Background: an optimization exercise with open tools, aiming at small area, a short achievable clock period and few clock cycles per item. Do not read the settings as production practice.
Only simulation tests tie the RTL to the original design; equivalence was not proved.
The clock port is modelled as an ideal driver, which makes a skipped or thinned clock tree look cheaper than it is; a real chip needs a root buffer or a tree.
Power and IR drop assume default switching activity.

==> trial 86: inputs <==
==> flow/design.v <==
module olidx_voice_codec (
    input  wire       clk,
    input  wire       rst,         
    input  wire       in_valid,
    output wire       in_ready,
    input  wire [7:0] in_data,
    input  wire       in_unpack,   
    output wire       out_valid,
    input  wire       out_ready,
    output wire [7:0] out_data,
    output wire       out_last,
    output wire [6:0] out_chk
);
    function automatic dec_cons(input m, input v, input [4:0] s);
        begin
            if (!v && !m)     dec_cons = (s <= 5'd20);
            else if (!v)      dec_cons = !(s == 5'd11 || s == 5'd14 || s == 5'd17 || s == 5'd20);
            else if (!m)      dec_cons = 1'b1;
            else              dec_cons = !(s == 5'd9 || s == 5'd15 || s == 5'd16);
        end
    endfunction
    function automatic dec_prod(input m, input v, input [4:0] s);
        begin
            if (!v && !m)     dec_prod = !(s == 5'd11 || (s >= 5'd13 && s <= 5'd19));
            else if (!v)      dec_prod = 1'b1;
            else if (!m)      dec_prod = !(s == 5'd9 || s == 5'd15 || s == 5'd16);
            else              dec_prod = 1'b1;
        end
    endfunction
    reg        mode;        
    reg  [2:0] sec;         
    reg  [4:0] k;           
    reg        r_cons, r_prod, r_need, r_send;
    reg  [2:0] hb;          
    reg  [4:0] hc;          
    reg  [7:0] hd;          
    reg  [5:0] he;          
    reg  [7:0] hf;          
    reg  [7:0] ir;
    reg        ir_u, ir_v;
    reg  [7:0] o_data;
    reg        o_v, o_last;
    reg        p_v, p_first, p_in_s;   
    reg  [6:0] ck;
    reg  [7:0] s_data;
    reg        s_v, s_last;
    reg        rdy;
    wire voice = (sec == 3'd6);
    wire first = (sec == 3'd0) && (k == 5'd0);
    wire lastb = voice && (k == 5'd28);
    wire cons  = r_cons;
    wire prod  = r_prod;
    wire need  = r_need;
    wire send  = r_send;
    wire go    = (!need || ir_v) && (!prod || !s_v);
    wire push  = go && prod;
    wire take  = go && cons;
    wire ld_o  = !o_v || out_ready;
    wire [2:0] sec_a  = send ? (voice ? 3'd0 : sec + 3'd1) : sec;
    wire [4:0] k_a    = send ? 5'd0 : k + 5'd1;
    wire [2:0] sec_n  = go ? sec_a : sec;
    wire [4:0] k_n    = go ? k_a : k;
    wire       v_a    = (sec_a == 3'd6);
    wire       cons_a = dec_cons(mode, v_a, k_a);
    wire       prod_a = dec_prod(mode, v_a, k_a);
    wire       need_a = cons_a || (mode && (v_a ? (k_a == 5'd9 || k_a == 5'd15 || k_a == 5'd16)
                                                : (k_a == 5'd11 || k_a == 5'd14 || k_a == 5'd17)));
    wire       send_a = v_a ? (k_a == 5'd28) : (mode ? (k_a == 5'd20) : (k_a == 5'd24));
    wire       cons_n = go ? cons_a : cons;
    wire       prod_n = go ? prod_a : prod;
    wire sv1  = !s_v && push && lastb;                        
    wire sv0  = s_v ? o_v : (push && (lastb || o_v));         
    wire irv1 = rdy || (ir_v && !take);                        
    wire irv0 = !rdy && ir_v && !take;                         
    wire ov1  = s_v || (push && !lastb);
    wire rd1  = cons_n && (!prod_n || !sv1);
    wire rd0  = cons_n && (!prod_n || !sv0);
    reg s_v_n, rdy_n, o_v_n, ir_v_n;
    always @* begin
        ir_v_n = in_valid ? irv1 : irv0;
        if (out_ready) begin
            s_v_n = sv1; o_v_n = ov1;
            rdy_n = !ir_v_n || rd1;
        end else begin
            s_v_n = sv0; o_v_n = o_v || ov1;
            rdy_n = !ir_v_n || rd0;
        end
    end
    wire       ck_en = p_v && !(o_v && o_last);
    wire [6:0] ck_n  = (p_first ? 7'd0 : ck) - (p_in_s ? s_data[6:0] : o_data[6:0]);
    wire       in_s1 = lastb;
    wire       in_s0 = lastb || o_v;
    reg [7:0] b;
    always @* begin
        b = ir;
        if (!mode && !voice) begin
            case (k)
                5'd12: b = {4'b0, ir[1:0], hb[1:0]};
                5'd20: b = {1'b0, ir[3:0], hb};
                5'd21: b = {3'b0, hc};
                5'd22: b = hd;
                5'd23: b = {2'b0, he};
                5'd24: b = hf;
                default: b = ir;
            endcase
        end else if (!mode) begin
            case (k)
                5'd8:  b = {3'b0, ir[4:0]};
                5'd10: b = {4'b0, ir[0], hb};
                5'd17: b = {1'b0, ir[2:0], hd[2:0], hc[2]};
                default: b = ir;
            endcase
        end else if (!voice) begin
            case (k)
                5'd11: b = {6'b0, ir[1:0]};
                5'd12: b = {6'b0, ir[3:2]};
                5'd13: b = {5'b0, ir[2:0]};
                5'd14: b = {6'b0, ir[1:0]};
                5'd15: b = {5'b0, ir[4:2]};
                5'd17: b = {7'b0, ir[0]};
                5'd18: b = {3'b0, ir[5:1]};
                5'd20: b = {4'b0, hd[6:3]};
                default: b = ir;
            endcase
        end else begin
            case (k)
                5'd8:  b = {3'b0, ir[4:0]};
                5'd9:  b = {5'b0, ir[2:0]};
                5'd10: b = {7'b0, ir[3]};
                5'd15: b = {7'b0, ir[0]};
                5'd16: b = {5'b0, ir[3:1]};
                5'd17: b = {5'b0, ir[6:4]};
                default: b = ir;
            endcase
        end
    end
    always @(posedge clk) begin
        if (!ir_v || take) begin
            ir   <= in_data;
            ir_u <= in_unpack;
        end
        if (go && first)
            mode <= ir_u;
        if (rst) begin
            sec   <= 3'd0;
            k     <= 5'd0;
            r_cons <= 1'b1;              
            r_prod <= 1'b1;
            r_need <= 1'b1;
            r_send <= 1'b0;
            rdy   <= 1'b1;
            ir_v  <= 1'b0;
            s_v   <= 1'b0;
            o_v   <= 1'b0;
            p_v   <= 1'b0;
            ck    <= 7'd0;
        end else begin
            sec   <= sec_n;
            k     <= k_n;
            if (go) begin
                r_cons <= cons_a;
                r_prod <= prod_a;
                r_need <= need_a;
                r_send <= send_a;
            end
            rdy   <= rdy_n;
            ir_v  <= ir_v_n;
            s_v   <= s_v_n;
            o_v   <= o_v_n;
            if (ck_en)
                ck <= ck_n;
            if (push) begin
                p_v     <= 1'b1;
                p_first <= first;
                p_in_s  <= out_ready ? in_s1 : in_s0;
            end else begin
                if (ck_en)
                    p_v <= 1'b0;
                if (ld_o)
                    p_in_s <= 1'b0;
            end
        end
    end
    always @(posedge clk) begin
        if (k == 5'd9 || k == 5'd11 || k == 5'd13) hb <= ir[2:0];
        if (k == 5'd14) hc[1:0] <= ir[1:0];
        if (k == 5'd15) hc[4:2] <= ir[2:0];
        if ((k == 5'd13 && mode) || (k == 5'd16 && !mode)) hd <= ir;
        if (k == 5'd17) he[0] <= ir[0];
        if (k == 5'd18) he[5:1] <= ir[4:0];
        if (k == 5'd19) hf <= ir;
    end
    always @(posedge clk) begin
        if (rst) begin
            o_data <= 8'd0;
            o_last <= 1'b0;
        end else if (ld_o) begin
            o_data <= s_v ? s_data : b;
            o_last <= s_v && s_last;
        end
        if (!s_v) begin
            s_data <= b;
            s_last <= lastb;
        end
    end
    assign in_ready  = rdy;
    assign out_valid = o_v;
    assign out_data  = o_data;
    assign out_last  = o_last;
    assign out_chk   = ck;
endmodule
==> flow/flow/run.sh <==
#!/bin/bash
# Standard ORFS layout (the standard.sh) with a tighter timing-repair
# target, no footprint restriction on resizing and plain buffers on the ports.
# The full make output goes to standard.log in this folder.
bash standard.sh SETUP_SLACK_MARGIN=6.2 MATCH_CELL_FOOTPRINT=0 'BUFFER_PORTS_ARGS=-buffer_cell sky130_fd_sc_hd__buf_2'  finish > standard.log 2>&1
==> flow/standard.sh <==
#!/bin/bash
# synth_recipe.tcl (not shown) runs the flow's synth.tcl, then flattens the netlist and writes it again
# the make line also repeats each setting of config.mk as NAME=value (left out here)
make -C /OpenROAD-flow-scripts/flow DESIGN_CONFIG=/design/flow/config.mk WORK_HOME=/design/flow/orfs CLKGATE_MAP_FILE= SYNTH_SCRIPT=/design/flow/synth_recipe.tcl "${@:-finish}"
==> flow/config.mk <==
export PLATFORM = sky130hd
export DESIGN_NAME = olidx_voice_codec
export DESIGN_NICKNAME = olidx_voice_codec
export VERILOG_FILES = /design/flow/design.v
export SDC_FILE = /design/flow/constraint.sdc
export NUM_CORES = 4
export LEC_CHECK = 0
export ABC_CLOCK_PERIOD_IN_PS = 2500
export CAP_MARGIN = 20
export CORE_MARGIN = 2
export CORE_UTILIZATION = 40
export CTS_BUF_LIST = sky130_fd_sc_hd__clkbuf_8
export PLACE_DENSITY = 0.6
export SETUP_SLACK_MARGIN = 5
export SLEW_MARGIN = 20
==> flow/constraint.sdc <==
create_clock -name core_clock -period 9.0 [get_ports {clk}]
set_input_delay 1.8000 -clock core_clock [delete_from_list [all_inputs] [get_ports {clk}]]
set_output_delay 1.8000 -clock core_clock [all_outputs]
set_load 0.01 [all_outputs]
==> trial 20 (differences from trial 86) <==
--- a/flow/design.v
+++ b/flow/design.v
@@ -41,5 +41,5 @@
     reg  [7:0] o_data;
     reg        o_v, o_last;
-    reg        p_v, p_first, p_in_s;   
+    reg        p_v, p_in_s;   
     reg  [6:0] ck;
     reg  [7:0] s_data;
@@ -88,5 +88,5 @@
     end
     wire       ck_en = p_v && !(o_v && o_last);
-    wire [6:0] ck_n  = (p_first ? 7'd0 : ck) - (p_in_s ? s_data[6:0] : o_data[6:0]);
+    wire [6:0] ck_n  = ck - (p_in_s ? s_data[6:0] : o_data[6:0]);
     wire       in_s1 = lastb;
     wire       in_s0 = lastb || o_v;
@@ -168,9 +168,10 @@
             s_v   <= s_v_n;
             o_v   <= o_v_n;
-            if (ck_en)
+            if (o_v && o_last && out_ready)
+                ck <= 7'd0;
+            else if (ck_en)
                 ck <= ck_n;
             if (push) begin
                 p_v     <= 1'b1;
-                p_first <= first;
                 p_in_s  <= out_ready ? in_s1 : in_s0;
             end else begin
==> flow/flow/run.sh (replaced) <==
#!/bin/bash
# Standard ORFS layout (the standard.sh) with a tighter timing-repair
# target, no footprint restriction on resizing and plain buffers on the ports.
# After clock tree synthesis, the clock tree is rebuilt as a single balanced
# level of four clkbuf_16 buffers (one per quadrant of the registers), driven
# by the clock port; routing and the rest of the flow then continue as usual.
# Each tool's full output goes to a log file in this folder.
set -e
ARGS=(SETUP_SLACK_MARGIN=6.3 MATCH_CELL_FOOTPRINT=0 'BUFFER_PORTS_ARGS=-buffer_cell sky130_fd_sc_hd__buf_2')
RES=$PWD/orfs/results/${FLOW_PLATFORM:-sky130hd}/olidx_voice_codec/base
bash standard.sh "${ARGS[@]}" cts > standard_cts.log 2>&1
CT_IN=$RES/4_cts.odb CT_OUT=$RES/4_cts_tree.odb CT_NB=4 \
  openroad -no_init -exit flow/clock_tree.tcl > clock_tree.log 2>&1
mv -f $RES/4_cts_tree.odb $RES/4_cts.odb
bash standard.sh "${ARGS[@]}" finish > standard.log 2>&1
==> flow/flow/clock_tree.tcl (new file) <==
# Rebuild the clock tree of a placed design as one level of buffers: the
# clock port drives CT_NB clkbuf_16 buffers, each driving the clock pins of
# one group of registers (quadrants for 4), placed at the group's centre.
set in_db  $::env(CT_IN)
set out_db $::env(CT_OUT)
set nb     $::env(CT_NB)
read_db $in_db
set block [ord::get_db_block]
set db [ord::get_db]
set master [$db findMaster sky130_fd_sc_hd__clkbuf_16]

# the clock port net
set clk_net [$block findNet clk]
# remove existing clock buffers (driven, directly or not, from clk)
set sinks {}
set todo [list $clk_net]
set bufs {}
while {[llength $todo]} {
  set n [lindex $todo 0]; set todo [lrange $todo 1 end]
  foreach it [$n getITerms] {
    if {![$it isInputSignal]} { continue }
    set inst [$it getInst]
    set mname [[$inst getMaster] getName]
    if {[string match "*clkbuf*" $mname]} {
      lappend bufs $inst
      foreach o [$inst getITerms] { if {[$o isOutputSignal] && [$o getNet] ne "NULL"} { lappend todo [$o getNet] } }
    } else {
      lappend sinks $it
    }
  }
}
puts "clock buffers found: [llength $bufs], sinks: [llength $sinks]"
# disconnect sinks, delete buffers and their nets
foreach it $sinks { $it disconnect }
foreach inst $bufs {
  foreach o [$inst getITerms] {
    set n [$o getNet]
    if {$n ne "NULL" && [$o isOutputSignal]} { $o disconnect; if {[llength [$n getITerms]] == 0 && [llength [$n getBTerms]] == 0} { odb::dbNet_destroy $n } }
  }
  odb::dbInst_destroy $inst
}
# group sinks by x (then y) position
set pts {}
foreach it $sinks {
  set inst [$it getInst]
  set bb [$inst getBBox]
  lappend pts [list [expr {([$bb xMin]+[$bb xMax])/2}] [expr {([$bb yMin]+[$bb yMax])/2}] $it]
}
# nb = 2: left / right halves; nb = 4: quadrants (halves split top / bottom)
set pts [lsort -integer -index 0 $pts]
set n [llength $pts]
set groups {}
if {$nb == 4} {
  foreach half [list [lrange $pts 0 [expr {$n/2 - 1}]] [lrange $pts [expr {$n/2}] end]] {
    set half [lsort -integer -index 1 $half]
    set m [llength $half]
    lappend groups [lrange $half 0 [expr {$m/2 - 1}]] [lrange $half [expr {$m/2}] end]
  }
} else {
  for {set g 0} {$g < $nb} {incr g} {
    lappend groups [lrange $pts [expr {$g * $n / $nb}] [expr {($g + 1) * $n / $nb - 1}]]
  }
}
for {set g 0} {$g < $nb} {incr g} {
  set grp [lindex $groups $g]
  set sx 0; set sy 0
  foreach p $grp { incr sx [lindex $p 0]; incr sy [lindex $p 1] }
  set cx [expr {$sx / [llength $grp]}]
  set cy [expr {$sy / [llength $grp]}]
  set inst [odb::dbInst_create $block $master "clkbuf_1_${g}_clk"]
  set net [odb::dbNet_create $block "clknet_1_${g}_clk"]
  $net setSigType CLOCK
  [$inst findITerm A] connect $clk_net
  [$inst findITerm X] connect $net
  foreach p $grp { [lindex $p 2] connect $net }
  $inst setLocation $cx $cy
  $inst setPlacementStatus PLACED
  puts "buffer $g: [llength $grp] sinks at $cx $cy"
}
detailed_placement
check_placement
write_db $out_db
Settings changed: ABC_AREA set to 1, ABC_CLOCK_PERIOD_IN_PS 2500 to not set, CORE_UTILIZATION 40 to 50, PLACE_DENSITY 0.6 to 0.7.
==> notes.md <==
Sequential share of layout area: trial 86 is lower than trial 20 (1.5 points).
Between trial 20 and trial 86, the lower die area is in trial 20 (gap about 23%, measured against trial 86).
Between trial 86 and trial 20, the lower final cell count is in trial 86 (gap about 13%, measured against trial 20).
Synthesized cell count: trial 20 is larger than trial 86 (22%).
Against trial 86, the flip-flop and latch count of trial 20 is lower by 1.
Of trial 20 and trial 86, trial 20 has the higher register-to-register slack (gap 0.23 ns).
Between trial 20 and trial 86, the lower final area is in trial 20 (gap about 5.5%, measured against trial 86).
Combinational power: trial 20 is larger than trial 86 (about 140%).
In trial 20 the clock skew is lower than in trial 86, by 0.0074 ns.
Between trial 20 and trial 86, the lower via count is in trial 86 (gap about 4%, measured against trial 86).
==> figures <==
item	trial 20	trial 86
Final core utilization	0.571	0.447
Global-route met3 utilization	0.0541	0.0553
Number of enable-type register cells in the synthesized netlist	42	43
Status	no timing/DRC/antenna violations	no timing/DRC/antenna violations
Cell internal power dissipation	0.674 mW	0.674 mW
Routed length on met2	5490 µm	6150 µm
Basic-gate share of the synthesized area counting and, or, nand and nor cells	0.286	0.225
Power attributed to combinational cells	0.367 mW	0.152 mW
Total power of the final layout	1.08 mW	0.937 mW
Max Clock Skew	0.00934 ns	0.0167 ns
Die boundary width	99.8 µm	114 µm
Quantity of gates resized following cts	6	10
Vias in the first global route	3888	3862
Combinational cell fraction of total power	0.338	0.163
Most frequent standard cell in the layout excluding fill and tap cells	sky130_fd_sc_hd__nand2_1	sky130_fd_sc_hd__nor2_1
Placed cell areas	4830 µm²	4970 µm²
Highest Clock Rate	389 MHz	366 MHz
Worst endpoint required time	9.07 ns	7.20 ns
Cells after synthesis	619	509
Power of the clock network	0.211 mW	0.331 mW
Clock network fraction of design power	0.195	0.353
Net Sw Frac	0.378	0.281
Testbench counts of trial 86, summed over its fixed seeds: cycles 32,440, records 192.
Testbench counts of trial 20, summed over its fixed seeds: cycles 32,440, records 192.

[what the ideal ports hide]
The flow's constraints put no driver on any port. The routed layouts listed below were extracted and timed again, unchanged, in two steps. Step 1, drivers: a clkbuf_16 drives clk and a buf_2 each remaining input, both assumed. Step 2 moves the port delays by t, midway between the first and last clock arrival at a register: inputs arrive t later, outputs are due t later. That takes back most of the time a late clock gives input paths. a / b / c = no drivers / after step 1 / after step 2; a / b = the first two.
run	t (ns)	setup slack, ns	worst setup path after step 2	worst register clock-pin slew, ns	pins driven straight from the clock port
trial 86	0.411	6.265 / 6.233 / 5.937	input to register	0.10 / 0.10	1
trial 20	0.247	6.426 / 6.367 / 6.244	input to register	0.10 / 0.10	4
After both steps every run listed still meets setup and hold. For trial 86, which loses most, drivers alone change the setup slack by -0.032 ns; drivers and shift together by -0.328 ns.
